Context: an optimization exercise on an open-source flow, tuned for small area, a short achievable clock period and few clock cycles. The choices shown serve that exercise and are no tape-out recipe.
Only simulation tests tie the RTL to the original design; equivalence was not proved.
Power is estimated from default activity; no workload was simulated.

### design/flow/run.sh
#!/bin/bash
# synth_recipe.tcl (not shown) runs the flow's synth.tcl, then flattens the netlist and writes it again
# the make line also repeats each setting of config.mk as NAME=value (left out here)
make -C /OpenROAD-flow-scripts/flow DESIGN_CONFIG=/design/flow/config.mk WORK_HOME=/design/flow/orfs CLKGATE_MAP_FILE= SYNTH_SCRIPT=/design/flow/synth_recipe.tcl finish
### design/flow/constraint.sdc
create_clock -name core_clock -period 8.0 [get_ports {clk}]
set_input_delay 1.6000 -clock core_clock [delete_from_list [all_inputs] [get_ports {clk}]]
set_output_delay 1.6000 -clock core_clock [all_outputs]
set_load 0.01 [all_outputs]
### design/flow/design.v
module gld (
  input  wire        clk,
  input  wire        rst,
  input  wire        cmd_valid,
  output wire        cmd_ready,
  input  wire [39:0] cmd_word,
  output wire        ch_we,
  output wire [1:0]  ch_idx,
  output wire [15:0] ch_val,
  output wire        tx_query,
  output wire        rx_release,
  output wire        hs_done,
  output wire        hs_ok,
  output wire        rsp_valid,
  output reg  [31:0] rsp_data,
  output wire        dbg_byte_valid,
  output wire [7:0]  dbg_byte
);
  localparam [15:0] CRC_HDR = 16'hEBA0;    
  reg [2:0]  fstate;
  reg [2:0]  cursor;
  reg [7:0]  acc;
  reg        hdr;           
  reg [7:0]  id, len, didx;
  reg [15:0] ck;
  reg        ckidx;
  reg [31:0] accept_cnt, reject_cnt;
  reg        rx_en;
  reg [1:0]  hs_state;
  reg [6:0]  hs_count;      
  reg        presence;
  reg        cmd_err;
  reg [15:0] unit;
  reg [15:0] crc;           
  reg [7:0]  d0, d1, d2, d3, d4, d5, d6, d7;
  reg        p_pulse, p_burst, p_hsstart, p_hstick, p_rd;
  reg [3:0]  p_ql, p_qh, p_ra;
  reg        disp;
  reg [1:0]  di;
  reg        hsfail;
  wire [7:0]  op = cmd_word[39:32];
  wire [15:0] wa = cmd_word[31:16];
  wire [15:0] wb = cmd_word[15:0];
  wire        az = ~|wa;
  wire        bz = ~|wb;
  wire        op_ok = ~|op[7:3];
  wire [2:0]  o = op[2:0];
  wire        fmt_z = (o == 3'd0) | (o == 3'd1) | (o == 3'd4) | (o == 3'd5);
  wire        illegal = ~op_ok | (fmt_z & ~(az & bz)) | (o == 3'd3) | ((o == 3'd6) & ~bz);
  wire        legal = ~illegal;
  wire        take = cmd_valid & cmd_ready;
  wire [18:0] m1 = {3'd0, unit};
  wire [18:0] m2 = {2'd0, unit, 1'b0};
  wire [18:0] m3 = m1 + m2;
  wire [18:0] m4 = {1'd0, unit, 2'b0};
  wire [18:0] m5 = m1 + m4;
  wire [18:0] m6 = {m3[17:0], 1'b0};
  wire [18:0] m8 = {unit, 3'b0};
  wire [18:0] m7 = m8 - m1;
  function [3:0] qsat;
    input [15:0] x;
    input [18:0] a1, a2, a3, a4, a5, a6, a7, a8;
    reg [18:0] xx;
    begin
      xx = {3'd0, x};
      if (xx >= a8)      qsat = 4'd8;
      else if (xx >= a7) qsat = 4'd7;
      else if (xx >= a6) qsat = 4'd6;
      else if (xx >= a5) qsat = 4'd5;
      else if (xx >= a4) qsat = 4'd4;
      else if (xx >= a3) qsat = 4'd3;
      else if (xx >= a2) qsat = 4'd2;
      else if (xx >= a1) qsat = 4'd1;
      else               qsat = 4'd0;
    end
  endfunction
  wire [3:0] ql_n = qsat(wa, m1, m2, m3, m4, m5, m6, m7, m8);
  wire [3:0] qh_n = qsat(wb, m1, m2, m3, m4, m5, m6, m7, m8);
  wire [3:0] ra_n = (wa <= 16'd10) ? wa[3:0] : 4'hF;
  wire [3:0] pc   = {1'b0, cursor} + p_ql;         
  wire [4:0] pe   = {1'b0, pc} + {1'b0, p_qh};     
  wire       bdone = pe[4] | pe[3];
  reg  [7:0] new_acc;
  integer j;
  always @* begin
    for (j = 0; j < 8; j = j + 1)
      new_acc[j] = acc[j] | ((pc <= j) & (pe > j));
  end
  wire       fire = p_pulse & rx_en & bdone;
  wire [7:0] b = new_acc;
  function [15:0] crc_step;
    input [15:0] r;
    input [7:0]  x;
    integer k;
    begin
      crc_step = r ^ {x, 8'h00};
      for (k = 0; k < 8; k = k + 1)
        crc_step = crc_step[15] ? ((crc_step << 1) ^ 16'h1021) : (crc_step << 1);
    end
  endfunction
  wire [15:0] crc_b = crc_step(crc, b);
  wire recognised = (id == 8'h1C) & (len[7:3] != 5'd0);
  wire crc_ok     = (crc == {b, ck[7:0]});
  wire validate   = fire & (fstate == 3'd5) & ckidx;
  wire stall_pkt  = validate & crc_ok & recognised;
  wire hs_poll    = (hs_state == 2'd1);
  wire tick       = p_hstick & hs_poll;
  wire stall_hs   = tick & ~presence & (hs_count == 7'd69);
  assign cmd_ready = ~((disp & ~(di[1] & di[0])) | stall_pkt | stall_hs);
  assign dbg_byte_valid = fire;
  assign dbg_byte       = b;
  assign tx_query       = p_hsstart;
  assign rx_release     = stall_hs;
  assign hs_done        = (tick & presence) | hsfail;
  assign hs_ok          = ~hsfail;
  assign rsp_valid      = p_rd;
  assign ch_we          = disp;
  assign ch_idx         = di;
  reg [15:0] pair;
  always @* begin
    case (di)
      2'd0: pair = {d1, d0};
      2'd1: pair = {d3, d2};
      2'd2: pair = {d5, d4};
      default: pair = {d7, d6};
    endcase
  end
  assign ch_val = 16'd2048 - pair;
  always @* begin
    case (p_ra)
      4'd0:  rsp_data = {31'd0, rx_en};
      4'd1:  rsp_data = {16'd0, unit};
      4'd2:  rsp_data = {20'd0, cmd_err, presence, hs_state, 1'b0, cursor, 1'b0, fstate};
      4'd3:  rsp_data = {24'd0, acc};
      4'd4:  rsp_data = accept_cnt;
      4'd5:  rsp_data = reject_cnt;
      4'd6:  rsp_data = {25'd0, hs_count};
      4'd7:  rsp_data = {didx, len, id, 1'b0, hdr, 1'b0, hdr, 1'b0, hdr, 1'b0, hdr};
      4'd8:  rsp_data = {15'd0, ckidx, ck};
      4'd9:  rsp_data = 32'h00460455;
      4'd10: rsp_data = 32'h0C010800;
      default: rsp_data = 32'd0;
    endcase
  end
  wire dwe = fire & (fstate == 3'd3) & (didx[7:3] == 5'd0);
  always @(posedge clk) begin
    if (dwe) begin
      case (didx[2:0])
        3'd0: d0 <= b;
        3'd1: d1 <= b;
        3'd2: d2 <= b;
        3'd3: d3 <= b;
        3'd4: d4 <= b;
        3'd5: d5 <= b;
        3'd6: d6 <= b;
        default: d7 <= b;
      endcase
    end
  end
  always @(posedge clk) begin
    if (fire) begin
      if (fstate == 3'd0)
        crc <= CRC_HDR;
      else if (fstate == 3'd1 || fstate == 3'd2 || fstate == 3'd3)
        crc <= crc_b;
    end
  end
  always @(posedge clk) begin
    p_ql <= ql_n;
    p_qh <= qh_n;
    p_ra <= ra_n;
  end
  always @(posedge clk) begin
    if (rst) begin
      fstate     <= 3'd0;
      cursor     <= 3'd0;
      acc        <= 8'd0;
      hdr        <= 1'b0;
      id         <= 8'd0;
      len        <= 8'd0;
      didx       <= 8'd0;
      ck         <= 16'd0;
      ckidx      <= 1'b0;
      accept_cnt <= 32'd0;
      reject_cnt <= 32'd0;
      rx_en      <= 1'b0;
      hs_state   <= 2'd0;
      hs_count   <= 7'd0;
      presence   <= 1'b0;
      cmd_err    <= 1'b0;
      unit       <= 16'd43;
      p_pulse    <= 1'b0;
      p_burst    <= 1'b0;
      p_hsstart  <= 1'b0;
      p_hstick   <= 1'b0;
      p_rd       <= 1'b0;
      disp       <= 1'b0;
      di         <= 2'd0;
      hsfail     <= 1'b0;
    end else begin
      hsfail <= 1'b0;
      if (disp) begin
        di <= di + 2'd1;
        if (di == 2'd3)
          disp <= 1'b0;
      end
      if (p_burst) begin
        acc    <= 8'd0;
        cursor <= 3'd0;
      end
      if (p_pulse & rx_en) begin
        if (bdone) begin
          acc    <= 8'd0;
          cursor <= 3'd0;
          case (fstate)
            3'd0: begin
              if (b == 8'h55) begin
                hdr    <= 1'b1;
                fstate <= 3'd1;
              end
            end
            3'd1: begin
              id     <= b;
              fstate <= 3'd2;
            end
            3'd2: begin
              len  <= b;
              didx <= 8'd0;
              if (b == 8'd0) begin
                ck     <= 16'd0;
                ckidx  <= 1'b0;
                fstate <= 3'd5;
              end else
                fstate <= 3'd3;
            end
            3'd3: begin
              didx <= didx + 8'd1;
              if (didx + 8'd1 == len)
                fstate <= 3'd4;
            end
            3'd4: begin
              ck     <= {8'd0, b};
              ckidx  <= 1'b1;
              fstate <= 3'd5;
            end
            default: begin
              if (!ckidx) begin
                ck    <= {ck[15:8], ck[7:0] | b};
                ckidx <= 1'b1;
              end else begin
                ck     <= {ck[15:8] | b, ck[7:0]};
                ckidx  <= 1'b0;
                fstate <= 3'd0;
                if (crc_ok) begin
                  accept_cnt <= accept_cnt + 32'd1;
                  presence   <= 1'b1;
                  if (recognised) begin
                    disp <= 1'b1;
                    di   <= 2'd0;
                  end
                end else
                  reject_cnt <= reject_cnt + 32'd1;
              end
            end
          endcase
        end else begin
          acc    <= new_acc;
          cursor <= pe[2:0];
        end
      end
      if (p_hsstart) begin
        fstate     <= 3'd0;
        hdr        <= 1'b0;
        id         <= 8'd0;
        len        <= 8'd0;
        didx       <= 8'd0;
        ck         <= 16'd0;
        ckidx      <= 1'b0;
        acc        <= 8'd0;
        cursor     <= 3'd0;
        accept_cnt <= 32'd0;
        reject_cnt <= 32'd0;
        presence   <= 1'b0;
        hs_count   <= 7'd0;
        hs_state   <= 2'd1;
        rx_en      <= 1'b1;
      end
      if (tick) begin
        hs_count <= hs_count + 7'd1;
        if (presence)
          hs_state <= 2'd2;
        else if (hs_count == 7'd69) begin
          hs_state <= 2'd3;
          rx_en    <= 1'b0;
          hsfail   <= 1'b1;
        end
      end
      p_pulse   <= take & legal & (o == 3'd2);
      p_burst   <= take & legal & (o == 3'd1);
      p_hsstart <= take & legal & (o == 3'd4);
      p_hstick  <= take & legal & (o == 3'd5);
      p_rd      <= take & legal & (o == 3'd6);
      if (take) begin
        if (illegal)
          cmd_err <= 1'b1;
        else if (o == 3'd6) begin
          if (ra_n == 4'hF)
            cmd_err <= 1'b1;
        end else if (o == 3'd7) begin
          if (az)
            rx_en <= wb[0];
          else if (wa == 16'd1) begin
            if (!bz)
              unit <= wb;
          end else
            cmd_err <= 1'b1;
        end
      end
    end
  end
endmodule
### design/flow/config.mk
export PLATFORM = sky130hd
export DESIGN_NAME = gld
export DESIGN_NICKNAME = gld
export VERILOG_FILES = /design/flow/design.v
export SDC_FILE = /design/flow/constraint.sdc
export NUM_CORES = 4
export LEC_CHECK = 0
export CAP_MARGIN = 20
export CORE_MARGIN = 2
export CORE_UTILIZATION = 40
export SLEW_MARGIN = 20
==> notes.md <==
status timing/DRC/antenna clean; Vias/cell 6.28; Mapped Area 0.0208 mm²; drt wl/cell 23.1 µm; Slew @ Worst Pin 1.20 ns; PwrDens 132 mW/mm²; Reg2Reg Launch Point unit[2]; Layout area overhead 13.2%; DRT iter0 DRCs 1,721; Fin Setup TNS 0 ns; met1 wire length 30,700 µm; met3 wire len 4490 µm; EDFF count, synth 80; cell taking the most area after synthesis ha_1; largest net degree at the start of global routing 66; hold path cells 2; Syn. warnings 1; total CTS buffers 28; HP Class flop to flop; R2R Setup Slk 2.39 ns; Antenna Nets Post-Route 0; metal2 WL 34,400 µm; Synth top cells by count ha_1 (298), nor2_1 (193), nand2_1 (174); Post-CTS Setup Bufs 0; DRC Markers 0; WP data required 6.40 ns; Tmin final 7.36 ns; beginning of the worst hold path hdr; setup slack at placement 1.25 ns; Die Ht 232 µm; Peak Freq 136 MHz; crit path capture type primary output; Setup WS post-layout 0.636 ns; CTS tree built; H-tree level count 1; clock tree buffer depth 3; clk root buf clkbuf_16; Yosys top cell area share 0.179; total core area 0.0514 mm²; top sig layer met4; Placer Congestion 0.939; ys async rst share 0; first-pass GRT wire length 111,000 µm; hold endpoint hdr; Starting Density 0.405; die area 0.0539 mm²; syn avg cell area 8.64 µm²; CTS sink cnt 249; vias in the first global route 19,100; RSZ-0062 raised after global routing no; slew margin rel. 0.197; Slew Viols, Final 0; CTS resizes 0; CP Max Fanout 18; terminus of the critical flop-to-flop path p_qh[0]; endpoints failing setup 0; sequential share of the synthesized area 0.278; fraction of layout cells with a size suffix above 1 0.0460; initial antenna violation count 0; buffers added on ports 108; count leader, synth ha_1; hold-fix buffers at CTS 0; Die Wd 232 µm; row cnt 83; number of detailed-route iterations in the first pass 6; final WL 73,500 µm; Total GRT Usage 0.263; startpoint type of the worst setup path flop; Crit Path Category flop to primary output; synthesized instance count 2,409; Synth area leaders ha_1 (18%), dfxtp_1 (16%), edfxtp_1 (12%); Max-Cap Viols 0; clock latency (worst-skew pair) 0.58 ns; DP HPWL 54,900 µm; worst vdd ir 0.171 mV; Tcrit/Tclk final 0.921; R2R depth 18; CP arrival 5.76 ns; Leak Pwr 0.00901 µW; GRT overflow 0; clk_skew 0.0321 ns; ys flop type dfxtp_1; clock slew at reported path FFs 0.06 ns; Final nets 2,824; Mapped Nets 2,754; Netlist cell types 88; final hold violation count 0; flop and latch count out of synthesis 249; io pins 109; vias 20,000
power breakdown:
| part | leakage [µW] | total (µW) | switching [µW] | internal, µW |
|---|---|---|---|---|
| registers | 0.00209 | 1310 | 3.05 | 1310 |
| clock network | 0.000481 | 1390 | 554 | 837 |
| logic | 0.00643 | 399 | 250 | 149 |
| total | 0.00901 | 3100 | 807 | 2290 |
layout by cell type, fill, tap and decap left out, types with 12 or more instances in the layout:
cell type / netlist / routed
a22oi_1: 38 / 38
edfxtp_1: 80 / 80
inv_1: 94 / 94
nor4_1: 22 / 22
nand2b_1: 56 / 56
o211ai_1: 22 / 22
a31oi_1: 19 / 19
nor2b_1: 39 / 39
ha_1: 298 / 298
a222oi_1: 21 / 21
o21ai_0: 111 / 111
a211oi_1: 42 / 42
buf_4: 1 / 21
a2111oi_0: 13 / 13
clkdlybuf4s50_1: 0 / 107
xnor2_1: 56 / 56
mux2i_1: 58 / 58
o21a_1: 17 / 17
nand4_1: 57 / 57
and4_1: 13 / 13
o21bai_1: 12 / 12
o311ai_0: 15 / 15
nor2_1: 193 / 191
a21oi_1: 169 / 169
o41ai_1: 23 / 23
xor2_1: 40 / 40
nor3_1: 48 / 45
a21o_1: 58 / 58
clkbuf_16: 0 / 28
nand3_1: 74 / 74
dfxtp_1: 169 / 169
and3_1: 25 / 25
nand2_1: 174 / 174
or4_1: 13 / 13
or3_1: 58 / 58
stage by stage:
stage / hold slack [ns] / instance area [µm²] / utilization / instances / total power [µW]
finish: 0.486 / 23600 / 0.458 / 3181 / 3100
global route: 0.508 / 23600 / 0.458 / 3180 / 3210
CTS: 0.485 / 23600 / 0.458 / 3180 / 3110
detailed placement: 0.470 / 22600 / 0.439 / 3129 / 1730
global placement: 0.468 / 22600 / 0.439 / 3129 / 1720
floorplan: 0.425 / 20800 / - / 2409 / 1570
metal layers:
metal,vias up,global-route usage
met3,187,0.0258
met5,-,0
li1,9352,-
met4,0,0.137
met2,780,0.446
met1,9661,0.332
area by class of cell:
class | instances | area [µm²]
inverters | 96 | 360
repair buffers | 129 | 1230
clock inverters | 16 | 241
fillers | 4992 | 27800
multi-input cells | 1975 | 14300
flip-flops and latches | 249 | 5790
well taps | 680 | 851
clock buffers | 35 | 757
diodes | 1 | 2.50
how the worst max path moves through the flow:
stage,end,slack (ns),startpoint,cells past startpoint
3_5_place_dp,cmd_ready,1.25,cursor[0],13
3_3_place_gp,cmd_ready,1.33,cursor[0],13
5_1_grt,cmd_ready,0.30,cursor[0],13
2_1_floorplan,cmd_ready,2.57,cursor[0],13
6_report,cmd_ready,0.64,cursor[0],13
4_1_cts,cmd_ready,0.62,cursor[0],13
logic make-up after synthesis:
logic type,share of synthesized area
flops,0.278
compound gates,0.227
buf+inv,0.0347
simple gates,0.207
fa+ha+maj,0.183
mux,0.0295
xor+xnor,0.0412
critical path, cell delays in order, from the launching register on:
cell and delay [ns]:
dfxtp_1 0.33, ha_1 0.27, fa_1 0.76, inv_1 0.11, fa_1 0.67, nor2b_1 0.31
nor2_1 0.11, or3_1 0.32, o221a_2 0.31, a2111oi_4 0.43, nand2_2 0.40, o21ai_0 0.48
inv_1 0.17, clkdlybuf4s50_1 0.51
registers in the layout, summed over array words and instances (netlist names), 7 cells and up:
signal,cells
d1,8
d4,8
d2,8
accept_cnt,32
len,8
unit,16
d5,8
crc,16
hs_count,7
didx,8
d7,8
d0,8
ck,16
reject_cnt,32
acc,8
d6,8
id,8
d3,8
Testbench counts, summed over its fixed seeds: cycles 7,332.

-- afterwards: timing with drivers on the ports --
No port has a modelled driver above. Below, the same layout with a new extraction and two added sets of constraints.
Step 1, drivers: a clkbuf_16 drives clk and a buf_2 each remaining input, both assumed.
Step 2 also shifts input and output timing later by t, the mid clock arrival at the registers, as if the neighbouring blocks saw the same clock.
Three values: ideal ports, drivers, drivers and shift; two values: the first two.
t, ns: 0.615
slack for setup (ns): 0.636 / 0.583 / 1.199
latest minus earliest clock arrival (ns): 0.033 / 0.033
After both steps setup and hold are still met in this run. For this run, drivers alone change the setup slack by -0.053 ns; drivers and shift together by +0.563 ns.
